Context: an optimization exercise on an open-source flow, tuned for small area. The choices shown serve that exercise and are no tape-out recipe. In this exercise RTL edits were held to simulation tests only and were not proved equivalent to the original. Power and IR drop assume default switching activity.

===== design/flow/flow/area.abc =====
strash
dc2
balance; rewrite; refactor; balance; rewrite; rewrite -z; balance; refactor -z; rewrite -z; balance
resub -K 6; rewrite; resub -K 6 -N 2; refactor; resub -K 8; balance; resub -K 8 -N 2; rewrite; resub -K 10; rewrite -z; resub -K 10 -N 2; balance; resub -K 12; refactor -z; resub -K 12 -N 2; rewrite -z; balance
dc2
&get -n
&dch -f
&nf -a -p -F 8 -A 8 -C 32
&put
topo

===== design/flow/design.v =====
module btu_pfx_or (
    input  wire [31:0] v,
    output reg  [31:0] o
);
    integer l, k;
    always @(*) begin
        o = v;
        for (l = 1; l < 32; l = l * 2)
            for (k = 2 * l - 1; k < 32; k = k + 2 * l)
                o[k] = o[k] | o[k - l];
        for (l = 8; l >= 1; l = l / 2)
            for (k = 3 * l - 1; k < 32; k = k + 2 * l)
                o[k] = o[k] | o[k - l];
    end
endmodule
module btu (
    input  wire        clk,
    input  wire        rst,
    input  wire        req_valid,
    input  wire [4:0]  op,
    input  wire [31:0] a,
    input  wire [31:0] b,
    input  wire [31:0] c,
    output wire        resp_valid,
    output reg  [31:0] r
);
    integer i;
    function [1:0] fa;
        input x, y, z;
        fa = {(x & y) | (x & z) | (y & z), x ^ y ^ z};
    endfunction
    wire o4 = op[4];
    wire [3:0] ol = op[3:0];
    wire op_bcompl   = ~o4 & (ol == 4'h0);
    wire op_sign     = ~o4 & (ol == 4'h1);
    wire op_abs      = ~o4 & (ol == 4'h2);
    wire op_min      = ~o4 & (ol == 4'h3);
    wire op_max      = ~o4 & (ol == 4'h4);
    wire op_ispow2   = ~o4 & (ol == 4'h5);
    wire op_log2     = ~o4 & (ol == 4'h6);
    wire op_log10    = ~o4 & (ol == 4'h7);
    wire op_popcnt   = ~o4 & (ol == 4'h8);
    wire op_ctz      = ~o4 & (ol == 4'h9);
    wire op_nextpow2 = ~o4 & (ol == 4'hA);
    wire op_prevpow2 = ~o4 & (ol == 4'hB);
    wire op_parity   = ~o4 & (ol == 4'hC);
    wire op_bitrev   = ~o4 & (ol == 4'hD);
    wire op_ilv2     = ~o4 & (ol == 4'hE);
    wire op_dilv2    = ~o4 & (ol == 4'hF);
    wire op_ilv3     =  o4 & (op[1:0] == 2'd0);
    wire op_dilv3    =  o4 & (op[1:0] == 2'd1);
    wire op_nextcomb =  o4 & op[1];
    function [31:0] rev;
        input [31:0] v;
        integer k;
        for (k = 0; k < 32; k = k + 1) rev[k] = v[31 - k];
    endfunction
    wire [31:0] P, Fr, K;
    btu_pfx_or u_p (.v(a), .o(P));
    btu_pfx_or u_f (.v(rev(a)), .o(Fr));
    wire [31:0] F = rev(Fr);
    btu_pfx_or u_g (.v(~a & {a[30:0], 1'b0}), .o(K));
    wire [31:0] G = ~K;
    wire        nz  = P[31];
    wire [31:0] Pm  = {P[30:0], 1'b0};
    wire [31:0] pp2 = F & ~{1'b0, F[31:1]};      
    reg [31:0] x;
    always @(*) begin
        if (op_nextcomb)      x = G & a & {a[30:0], 1'b0};
        else                       x = a;
    end
    wire [9:0] s0, c0;
    genvar gi;
    generate
        for (gi = 0; gi < 10; gi = gi + 1) begin : w1
            assign {c0[gi], s0[gi]} = fa(x[3*gi], x[3*gi+1], x[3*gi+2]);
        end
    endgenerate
    wire [3:0] s1, c1;
    assign {c1[0], s1[0]} = fa(s0[0], s0[1], s0[2]);
    assign {c1[1], s1[1]} = fa(s0[3], s0[4], s0[5]);
    assign {c1[2], s1[2]} = fa(s0[6], s0[7], s0[8]);
    assign {c1[3], s1[3]} = fa(s0[9], x[30], x[31]);
    wire s2, c2, s3, c3;
    assign {c2, s2} = fa(s1[0], s1[1], s1[2]);
    assign {c3, s3} = fa(s2, s1[3], 1'b0);
    wire [15:0] w2 = {c3, c2, c1, c0};
    wire [4:0] t0, d0;
    generate
        for (gi = 0; gi < 5; gi = gi + 1) begin : w2a
            assign {d0[gi], t0[gi]} = fa(w2[3*gi], w2[3*gi+1], w2[3*gi+2]);
        end
    endgenerate
    wire [1:0] t1, d1;
    assign {d1[0], t1[0]} = fa(t0[0], t0[1], t0[2]);
    assign {d1[1], t1[1]} = fa(t0[3], t0[4], w2[15]);
    wire t2, d2;
    assign {d2, t2} = fa(t1[0], t1[1], 1'b0);
    wire [7:0] w4 = {d2, d1, d0};
    wire [1:0] u0, e0;
    assign {e0[0], u0[0]} = fa(w4[0], w4[1], w4[2]);
    assign {e0[1], u0[1]} = fa(w4[3], w4[4], w4[5]);
    wire u1, e1, u2, e2;
    assign {e1, u1} = fa(u0[0], u0[1], w4[6]);
    assign {e2, u2} = fa(u1, w4[7], 1'b0);
    wire v0, f0, v1, f1;
    assign {f0, v0} = fa(e0[0], e0[1], e1);
    assign {f1, v1} = fa(v0, e2, 1'b0);
    wire [5:0] pc = {f0 & f1, f0 ^ f1, v1, u2, t2, s3};
    wire ispow2 = (pc == 6'd1);
    wire [31:0] lsb = a & ~Pm;
    reg [4:0] ctz_v;
    always @(*) begin
        ctz_v = 5'd0;
        for (i = 0; i < 32; i = i + 1)
            if (lsb[i]) ctz_v = ctz_v | i[4:0];
    end
    reg [4:0] log2_v;
    always @(*) begin
        log2_v = 5'd0;
        for (i = 0; i < 32; i = i + 1)
            if (pp2[i]) log2_v = log2_v | i[4:0];
    end
    function ge_const;           
        input [31:0] av;
        input [31:0] kv;
        input integer top;
        integer j;
        reg g;
        begin
            g = 1'b1;
            for (j = 0; j < top; j = j + 1)
                g = kv[j] ? (av[j] & g) : (av[j] | g);
            ge_const = g;
        end
    endfunction
    wire [9:1] ge;
    assign ge[1] = ~a[31] & (F[4]  | a[3]  & ge_const(a, 32'd10,         3));
    assign ge[2] = ~a[31] & (F[7]  | a[6]  & ge_const(a, 32'd100,        6));
    assign ge[3] = ~a[31] & (F[10] | a[9]  & ge_const(a, 32'd1000,       9));
    assign ge[4] = ~a[31] & (F[14] | a[13] & ge_const(a, 32'd10000,      13));
    assign ge[5] = ~a[31] & (F[17] | a[16] & ge_const(a, 32'd100000,     16));
    assign ge[6] = ~a[31] & (F[20] | a[19] & ge_const(a, 32'd1000000,    19));
    assign ge[7] = ~a[31] & (F[24] | a[23] & ge_const(a, 32'd10000000,   23));
    assign ge[8] = ~a[31] & (F[27] | a[26] & ge_const(a, 32'd100000000,  26));
    assign ge[9] = ~a[31] & (F[30] | a[29] & ge_const(a, 32'd1000000000, 29));
    wire [3:0] log10_v;
    assign log10_v[3] = ge[8];
    assign log10_v[2] = ge[4] & ~ge[8];
    assign log10_v[1] = ge[2] & ~ge[4] | ge[6] & ~ge[8];
    assign log10_v[0] = ge[1] & ~ge[2] | ge[3] & ~ge[4] | ge[5] & ~ge[6] |
                        ge[7] & ~ge[8] | ge[9];
    wire a_msb_only = a[31] & ~P[30];
    reg [31:0] thermo;
    always @(*) begin
        for (i = 0; i < 32; i = i + 1)
            thermo[i] = (i < pc[4:0]) | (~nz & (i != 31)) | a_msb_only;
    end
    wire [31:0] r_nextcomb = (~G & (a | {G[30:0], 1'b1})) | thermo;
    reg lt;
    always @(*) begin
        lt = 1'b0;
        for (i = 0; i < 31; i = i + 1)
            lt = (~a[i] & b[i]) | (~a[i] & lt) | (b[i] & lt);
        lt = (a[31] & ~b[31]) | (a[31] & lt) | (~b[31] & lt);
    end
    wire pick_b = op_min ? ~lt : lt;
    wire [31:0] w = a >> b[4:0];
    reg  [15:0] r_dilv;
    always @(*) begin
        r_dilv = 16'd0;
        if (op_dilv3) for (i = 0; i < 10; i = i + 1) r_dilv[i] = w[3*i];
        else          for (i = 0; i < 16; i = i + 1) r_dilv[i] = w[2*i];
    end
    reg [31:0] r_ilv2, r_ilv3, r_bitrev;
    always @(*) begin
        r_ilv3 = 32'd0;
        for (i = 0; i < 16; i = i + 1) begin
            r_ilv2[2*i]     = a[i];
            r_ilv2[2*i + 1] = b[i];
        end
        for (i = 0; i < 10; i = i + 1) begin
            r_ilv3[3*i]     = a[i];
            r_ilv3[3*i + 1] = b[i];
            r_ilv3[3*i + 2] = c[i];
        end
        for (i = 0; i < 32; i = i + 1) r_bitrev[i] = a[31-i];
    end
    wire minmax = op_min | op_max;
    wire ka = op_bcompl | op_abs | (minmax & ~pick_b);
    wire m1 = op_bcompl | (op_sign & a[31]);
    wire m2 = op_abs & a[31];
    wire [31:0] xm = {{31{m1}}, op_bcompl | (op_sign & nz)} | ({32{m2}} & Pm);
    wire [31:0] xa = (a & {32{ka}}) ^ xm;
    wire [5:0] sml =
          ({6{op_popcnt}} & pc)
        | ({6{op_ctz}}    & {~nz, ctz_v})
        | ({6{op_log2}}   & {1'b0, log2_v})
        | ({6{op_parity}} & {5'd0, pc[0]})
        | ({6{op_ispow2}} & {5'd0, ispow2})
        | ({6{op_log10}}  & {2'd0, log10_v});
    wire [31:0] result =
          xa
        | ({32{minmax & pick_b}} & b)
        | {26'd0, sml}
        | ({32{op_nextpow2 & ~ispow2}} & {pp2[30:0], ~nz})
        | ({32{op_prevpow2 | (op_nextpow2 & ispow2)}} & pp2)
        | ({32{op_bitrev}}   & r_bitrev)
        | ({32{op_ilv2}}     & r_ilv2)
        | ({32{op_dilv2 | op_dilv3}} & {16'd0, r_dilv})
        | ({32{op_ilv3}}     & r_ilv3)
        | ({32{op_nextcomb}} & r_nextcomb);
    reg valid_q;
    always @(posedge clk) begin
        if (rst)
            valid_q <= 1'b0;
        else
            valid_q <= req_valid;
        r <= result;
    end
    assign resp_valid = valid_q & ~rst;
endmodule

===== design/flow/flow/run.sh =====
#!/bin/bash
set -euo pipefail
W=$(pwd)
{
  echo 'proc abc {args} {'
  echo '  set i [lsearch $args -script]'
  echo "  if {\$i >= 0} { lset args [expr {\$i + 1}] $W/flow/area.abc }"
  echo '  yosys abc {*}$args'
  echo '}'
  echo "source $W/synth_recipe.tcl"
} > "$W/synth_area.tcl"
mk=$(grep '^make ' standard.sh)
mk_synth=$(printf '%s' "$mk" | sed -e "s#SYNTH_SCRIPT=[^ ]*#SYNTH_SCRIPT=$W/synth_area.tcl#" -e 's#"${@:-finish}"#synth#')
echo "$mk_synth" > synth_cmd.txt
eval "$mk_synth" > synth.log 2>&1
bash standard.sh "BUFFER_PORTS_ARGS=-buffer_cell sky130_fd_sc_hd__buf_1" finish > layout.log 2>&1

===== design/flow/standard.sh =====
#!/bin/bash
# synth_recipe.tcl (not shown) runs the flow's synth.tcl, then flattens the netlist and writes it again
# the make line also repeats each setting of config.mk as NAME=value (left out here)
make -C /OpenROAD-flow-scripts/flow DESIGN_CONFIG=/design/flow/config.mk WORK_HOME=/design/flow/orfs CLKGATE_MAP_FILE= SYNTH_SCRIPT=/design/flow/synth_recipe.tcl "${@:-finish}"

===== design/flow/constraint.sdc =====
create_clock -name core_clock -period 12.0 [get_ports {clk}]
set_input_delay 2.4000 -clock core_clock [delete_from_list [all_inputs] [get_ports {clk}]]
set_output_delay 2.4000 -clock core_clock [all_outputs]
set_load 0.01 [all_outputs]

===== design/flow/config.mk =====
export PLATFORM = sky130hd
export DESIGN_NAME = btu
export DESIGN_NICKNAME = btu
export VERILOG_FILES = /design/flow/design.v
export SDC_FILE = /design/flow/constraint.sdc
export NUM_CORES = 4
export LEC_CHECK = 0
export CAP_MARGIN = 20
export CORE_MARGIN = 2
export CORE_UTILIZATION = 50
export GPL_TIMING_DRIVEN = 0
export SETUP_SLACK_MARGIN = 0.35
export SLEW_MARGIN = 20

==> results of run 1 <==
==> kinds of logic after synthesis <==
family | after synthesis | synth area share
mux | 24 | 0.0474
flops | 33 | 0.0951
buf+inv | 63 | 0.0340
compound gates | 487 | 0.471
simple gates | 406 | 0.266
fa+ha+maj | 33 | 0.0872
==> registers in the layout (all words and copies together), names as in the netlist <==
signal	count
valid_q	1
r	32
==> metal layers <==
metal,vias to the layer above,share of wire
met1,4739,0.35
met3,282,0.16
met2,1096,0.41
met4,0,0.085
li1,4508,-
met5,-,0
==> worst max-delay path: cells and delay by family <==
family | cells | cell delay [ps]
buf+inv | 6 | 1140
compound gates | 5 | 750
simple gates | 14 | 4150
fa+ha+maj | 7 | 3150
==> power by group through the flow <==
| stage | combinational [W] | clock, W | sequential [W] |
|---|---|---|---|
| after floorplan | 0.000847 | 0 | 0.000197 |
| after global placement | 0.00139 | 0 | 0.000169 |
| after detailed placement | 0.00142 | 0 | 0.000170 |
| after CTS | 0.00150 | 0.000133 | 0.000169 |
| after global routing | 0.00180 | 0.000138 | 0.000173 |
| final | 0.00176 | 0.000132 | 0.000169 |
==> worst min path at each step <==
stage,to,slack (ps),cells after the start
2_1_floorplan,valid_q,2470,1
3_3_place_gp,valid_q,2590,2
3_5_place_dp,valid_q,2590,2
4_1_cts,valid_q,2290,2
5_1_grt,valid_q,2300,2
6_report,valid_q,2290,2
==> synth_stat cells (11+ instances only) <==
master     instances  area share
nor3_1            32       0.023
a221oi_1          19       0.024
o21ai_0          117       0.084
o221ai_1          18       0.023
fa_1              26       0.075
nand2_1          122       0.066
a2111oi_0         12       0.015
clkinv_1          63       0.034
dfxtp_1           33       0.095
nand3_1           52       0.037
a31oi_1           18       0.016
a222oi_1          34       0.049
nand4_1           11      0.0099
a21oi_1          125       0.090
a21o_1            14       0.015
and3_1            14       0.013
o22ai_1           16       0.014
nor2_1           124       0.067
o2111ai_1         12       0.015
mux2i_1           16       0.023
==> cell type report <==
cell class | instances | area (sq um)
tap | 180 | 225
multi-input combinational | 950 | 6300
fill | 1387 | 5480
clock inverter | 2 | 10.0
sequential | 33 | 661
inverter | 63 | 236
timing repair buffer | 135 | 676
clock buffer | 6 | 129
==> stage by stage <==
stage	util	area (sq um)	hold WS [ps]	setup slack [ps]
floorplan	-	6950	2470	385
global route	0.601	8240	2300	336
global placement	0.554	7600	2590	-3710
detailed placement	0.569	7800	2590	-2430
finish	0.601	8240	2290	628
CTS	0.587	8060	2290	358
==> what timing repair did <==
item	4_1_cts	5_1_grt
endpoints found under the setup margin	32	32
buffers inserted	2	10
pin swaps	2	8
resized for setup	35	27
==> out/qor.csv, run 1 <==
metric,value,unit
Seq pwr share,0.082,
drc violations,0,
first-pass GRT wire length,55300,um
First DRT Iteration DRCs,2664,
DP Wirelength,27500,um
Worst setup EP type,register,
share of post-route cells with drive strength above 1,0.0723,
status,"complete, no violations",
ys async rst share,0,
vias in the first global route,9082,
sw frac,0.601,
PortBufs,114,
Synth Register Bits,33,
RSZ-0062 raised after global routing,false,
Final Max Slew Viols,0,
Die Width,122,um
hold_sp,rst,
Post-synth EDFFs,0,
DRT Pass-1 Iters,13,
"commonest non-fill, non-tap cell in the layout",a21oi_1,
Tcrit/Tclk final,0.948,
Max Cap Violations,0,
Top Usage Layer GRT,met2,
CP startpoint,a[11],
fmax,87.9,MHz
CTS Buf Count,5,
drt total wl,38200,um
critical path arrival,11610,ps
met3 usage,0.147,
row count,43,
met2 Use GR,0.722,
Setup crit start kind,primary input,
Syn. warnings,2,
clk root buf,clkbuf_16,
grt total ovfl,0,
ANT nets after route,0,
Worst-Margin Slew,1190,ps
clock network power share,0.064,
die height,122,um
initial antenna violation count,0,
Max IR drop VDD,0.518,mV
crit-path max FO,16,
Final GP Congestion,1.04,
CTS tree,done,
P_int,0.000824,W
leak pwr,2.77,nW
nets,1324,
via count,10600,
H-tree levels,2,
area of the die,14900,sq um
core area,13700,sq um
fin cells,1369,
Sw Pwr,0.00124,W
Post-Syn Instances,1046,
syn avg cell area,6.64,sq um
crit path time final,11370,ps
Clock Sink Count,33,
Gate power share,0.854,
Critical Path End,r[27],
CTS Buffer Depth,2,
Synth Flop Type,dfxtp_1,
Worst-path clk slew,60,ps
largest net degree at the start of global routing,39,
DR WL/cell,27.9,um
post-synthesis sequential area ratio,0.0951,
Final TNS setup,0,ps
syn_nets,1182,
Placed Cells,1349,
hold buffers post-CTS,0,
Max stage delay on crit path,670,ps
Antenna Cells,0,
Synth Cell Area,6950,sq um
P per Cell Area,251,nW/um^2
Tot Pwr,0.00206,W
CP Class,in -> reg,
GRT Overall Usage,0.494,
Area Overhead vs Synth,18.6,%
Via density,7.76,
most frequent cells in the layout,"a21oi_1, nand2_1, nor2_1, o21ai_0, buf_1",
"Hold Violations, Final",0,
worst rel slew slack,0.205,
setup violators final,0,
Starting Density,0.506,
slowest CP cell,nor2_1,
synth unique cells,63,
Worst EP required,12230,ps
met1 GRT Util,0.637,
Hold Crit Class,in -> reg,
I/O pin cnt,137,
==> run 2, diff against run 1 <==
--- a/design/flow/config.mk
+++ b/design/flow/config.mk
@@ -8,6 +8,7 @@
 export CAP_MARGIN = 20
 export CORE_MARGIN = 2
 export CORE_UTILIZATION = 50
+export CTS_BUF_LIST = sky130_fd_sc_hd__clkbuf_8
 export GPL_TIMING_DRIVEN = 0
 export SETUP_SLACK_MARGIN = 0.35
 export SLEW_MARGIN = 20
==> out/qor.csv, run 2 <==
metric,value,unit,change
status,"complete, no violations",,unchanged
worst rel slew slack,0.209,,was 0.205
critical path arrival,11650,ps,was 11610 ps
area of the die,14900,sq um,unchanged
grt total ovfl,0,,unchanged
WL met1,13500,um,was 13400 um
Post-Syn Instances,1046,,unchanged
crit path time final,11390,ps,was 11370 ps
hold buffers post-CTS,0,,unchanged
DR WL/cell,28.0,um,was 27.9 um
drc violations,0,,unchanged
Die Width,122,um,unchanged
Worst-Margin Slew,1190,ps,about the same
Synth Cell Area,6950,sq um,unchanged
core area,13700,sq um,unchanged
clock network power share,0.046,,was 0.064
Seq pwr share,0.085,,was 0.082
Starting Density,0.506,,unchanged
H-tree levels,2,,unchanged
Via density,7.78,,was 7.76
Antenna Cells,0,,unchanged
synth unique cells,63,,unchanged
Gate power share,0.869,,was 0.854
CTS Buf Count,5,,unchanged
most frequent cells in the layout,"a21oi_1, nand2_1, nor2_1",,"was a21oi_1, nand2_1, nor2_1, o21ai_0, buf_1"
initial antenna violation count,0,,unchanged
largest net degree at the start of global routing,39,,unchanged
drt total wl,38300,um,was 38200 um
Yosys top cell area share,0.0951,,unchanged
P_int,0.000761,W,was 0.000824 W
Hold Slack,2260,ps,was 2290 ps
crit-path max FO,15,,was 16
ys async rst share,0,,unchanged
"commonest non-fill, non-tap cell in the layout",a21oi_1,,unchanged
vias in the first global route,9093,,was 9082
Placed Area,7800,sq um,unchanged
via count,10600,,about the same
Largest Register,r,,unchanged
commonest cells in the netlist,"a21oi_1, nor2_1, nand2_1",,unchanged
GRT Overall Usage,0.495,,was 0.494
Worst-path clk slew,80,ps,was 60 ps
Tot Pwr,0.00199,W,was 0.00206 W
Setup crit start kind,primary input,,unchanged
First DRT Iteration DRCs,2819,,was 2664
Hold Crit Class,in -> reg,,unchanged
RSZ-0062 raised after global routing,true,,was false
leading area contributor after synthesis,dfxtp_1,,unchanged
"Core Util, Final",0.594,,was 0.601
setup violators final,0,,unchanged
"Hold Violations, Final",0,,unchanged
Post-synth EDFFs,0,,unchanged
Worst setup EP type,register,,unchanged
Max IR drop VDD,0.460,mV,was 0.518 mV
slowest CP cell,fa_1,,was nor2_1
share of post-route cells with drive strength above 1,0.0682,,was 0.0723
largest registers,"r (32), valid_q (1)",,unchanged
Placed Cells,1349,,unchanged
fin cells,1367,,was 1369
DP Wirelength,27500,um,unchanged
first-pass GRT wire length,55200,um,was 55300 um
Synth area leaders,"dfxtp_1, a21oi_1, o21ai_0",,unchanged
I/O pin cnt,137,,unchanged
Area Overhead vs Synth,17.3,%,was 18.6%
syn avg cell area,6.64,sq um,unchanged
final non-filler cell area,8150,sq um,was 8240 sq um
sw frac,0.617,,was 0.601
PortBufs,114,,unchanged
Worst EP required,12260,ps,was 12230 ps
nets,1322,,was 1324
DRT Pass-1 Iters,11,,was 13
Final Max Slew Viols,0,,unchanged
Final GP Congestion,1.04,,unchanged
Max Cap Violations,0,,unchanged
Hold Path Depth,2,,unchanged
CTS Buffer Depth,2,,unchanged
ANT nets after route,0,,unchanged
number of flip-flops in the largest register,32,,unchanged
fmax,87.8,MHz,was 87.9 MHz
WL met2,15600,um,was 15500 um
uppermost layer routed,met4,,unchanged
CP Class,in -> reg,,unchanged
P per Cell Area,244,nW/um^2,was 251 nW/um^2
post-synthesis sequential area ratio,0.0951,,unchanged
most common cell in the netlist,a21oi_1,,unchanged
leak pwr,2.73,nW,was 2.77 nW
Sw Pwr,0.00123,W,was 0.00124 W
Clock Sink Count,33,,unchanged
Tcrit/Tclk final,0.949,,was 0.948
Synth Register Bits,33,,unchanged
syn_nets,1182,,unchanged
"most used cell, CP",fa_1,,
clk root buf,clkbuf_8,,was clkbuf_16
CTS tree,done,,unchanged
row count,43,,unchanged
metal3 WL,6100,um,was 6020 um
Synth Flop Type,dfxtp_1,,unchanged
Max stage delay on crit path,530,ps,was 670 ps
Syn. warnings,2,,unchanged
die height,122,um,unchanged
run 2: changes by cell type in the layout (fill, tap and decap cells not counted), moves of 2 or more:
cell       delta
clkbuf_16     -5
clkbuf_8      +5
buf_4         -2
nor2_2        -2
run 2: cell families after synthesis:
logic type | count (synthesis) | synth area share
buf+inv | 63 | 0.0340
mux | 24 | 0.0474
simple gates | 406 | 0.266
flops | 33 | 0.0951
fa+ha+maj | 33 | 0.0872
compound gates | 487 | 0.471
run 2: layer usage:
metal	global-route usage	vias to the layer above
met2	0.717	1110
met3	0.150	267
met1	0.640	4769
met5	0	-
li1	-	4490
met4	0.310	0
run 2: critical path, delay by kind of cell:
| kind | cells | cell delay, ps |
|---|---|---|
| buffers and inverters | 6 | 1200 |
| and+or+nand+nor | 11 | 2560 |
| AOI/OAI and AO/OA | 12 | 2250 |
| adders and majority gates | 7 | 3210 |
run 2: stage by stage:
step                      setup slack, ps  TNS [ps]
after CTS                             385         0
after floorplan                       385         0
after detailed placement            -2430    -63320
final                                 615         0
after global routing                  293         0
after global placement              -3710   -103210
run 2: repair_timing:
action | CTS | global route
endpoints found under the setup margin | 32 | 32
pin swaps | 2 | 7
resized for setup | 35 | 23
setup buffers | 2 | 8
run 2: cell type report:
type / instances / area, sq um
Multi-Input combinational cell: 950 / 6280
Sequential cell: 33 / 661
Inverter: 63 / 236
Fill cell: 1403 / 5570
Timing Repair Buffer: 133 / 662
Clock inverter: 3 / 13.8
Clock buffer: 5 / 68.8
Tap cell: 180 / 225
run 2: power by group through the flow:
stage / logic [W] / registers (W) / clock network, W
2_1_floorplan: 0.000847 / 0.000197 / 0
3_3_place_gp: 0.00139 / 0.000169 / 0
3_5_place_dp: 0.00142 / 0.000170 / 0
4_1_cts: 0.00150 / 0.000168 / 0.0000921
5_1_grt: 0.00176 / 0.000173 / 0.0000976
6_report: 0.00173 / 0.000168 / 0.0000920
run 2: path summary, 6_finish.rpt:
| kind | start | end | slack (ps) |
|---|---|---|---|
| worst max-delay path | a[5] | r[27] | 610 |
| worst min-delay path | rst | valid_q | 2260 |

==> static timing again, ports no longer ideal <==
Ports are ideal in the flow. The routed layouts listed here were re-timed in OpenROAD. Step 1, drivers: a clkbuf_16 drives clk and a buf_2 each remaining input, both assumed. Step 2 moves the port delays by t, midway between the first and last clock arrival at a register: inputs arrive t later, outputs are due t later. That takes back most of the time a late clock gives input paths. Three values: ideal ports, drivers, drivers and shift; two values: the first two.
| run | t, ns | setup slack, ns | hold WS [ns] | slew at the worst register clock pin (ns) | cell pins on the clock port's net |
|---|---|---|---|---|---|
| run 1 | 0.340 | 0.628 / 0.654 / 0.314 | 2.287 / 2.264 / 2.604 | 0.06 / 0.06 | 1 |
| run 2 | 0.352 | 0.615 / 0.632 / 0.280 | 2.258 / 2.244 / 2.596 | 0.08 / 0.08 | 1 |
After both steps setup and hold are still met in every run listed. For run 2, which loses most, drivers alone change the setup slack by +0.017 ns; drivers and shift together by -0.335 ns.
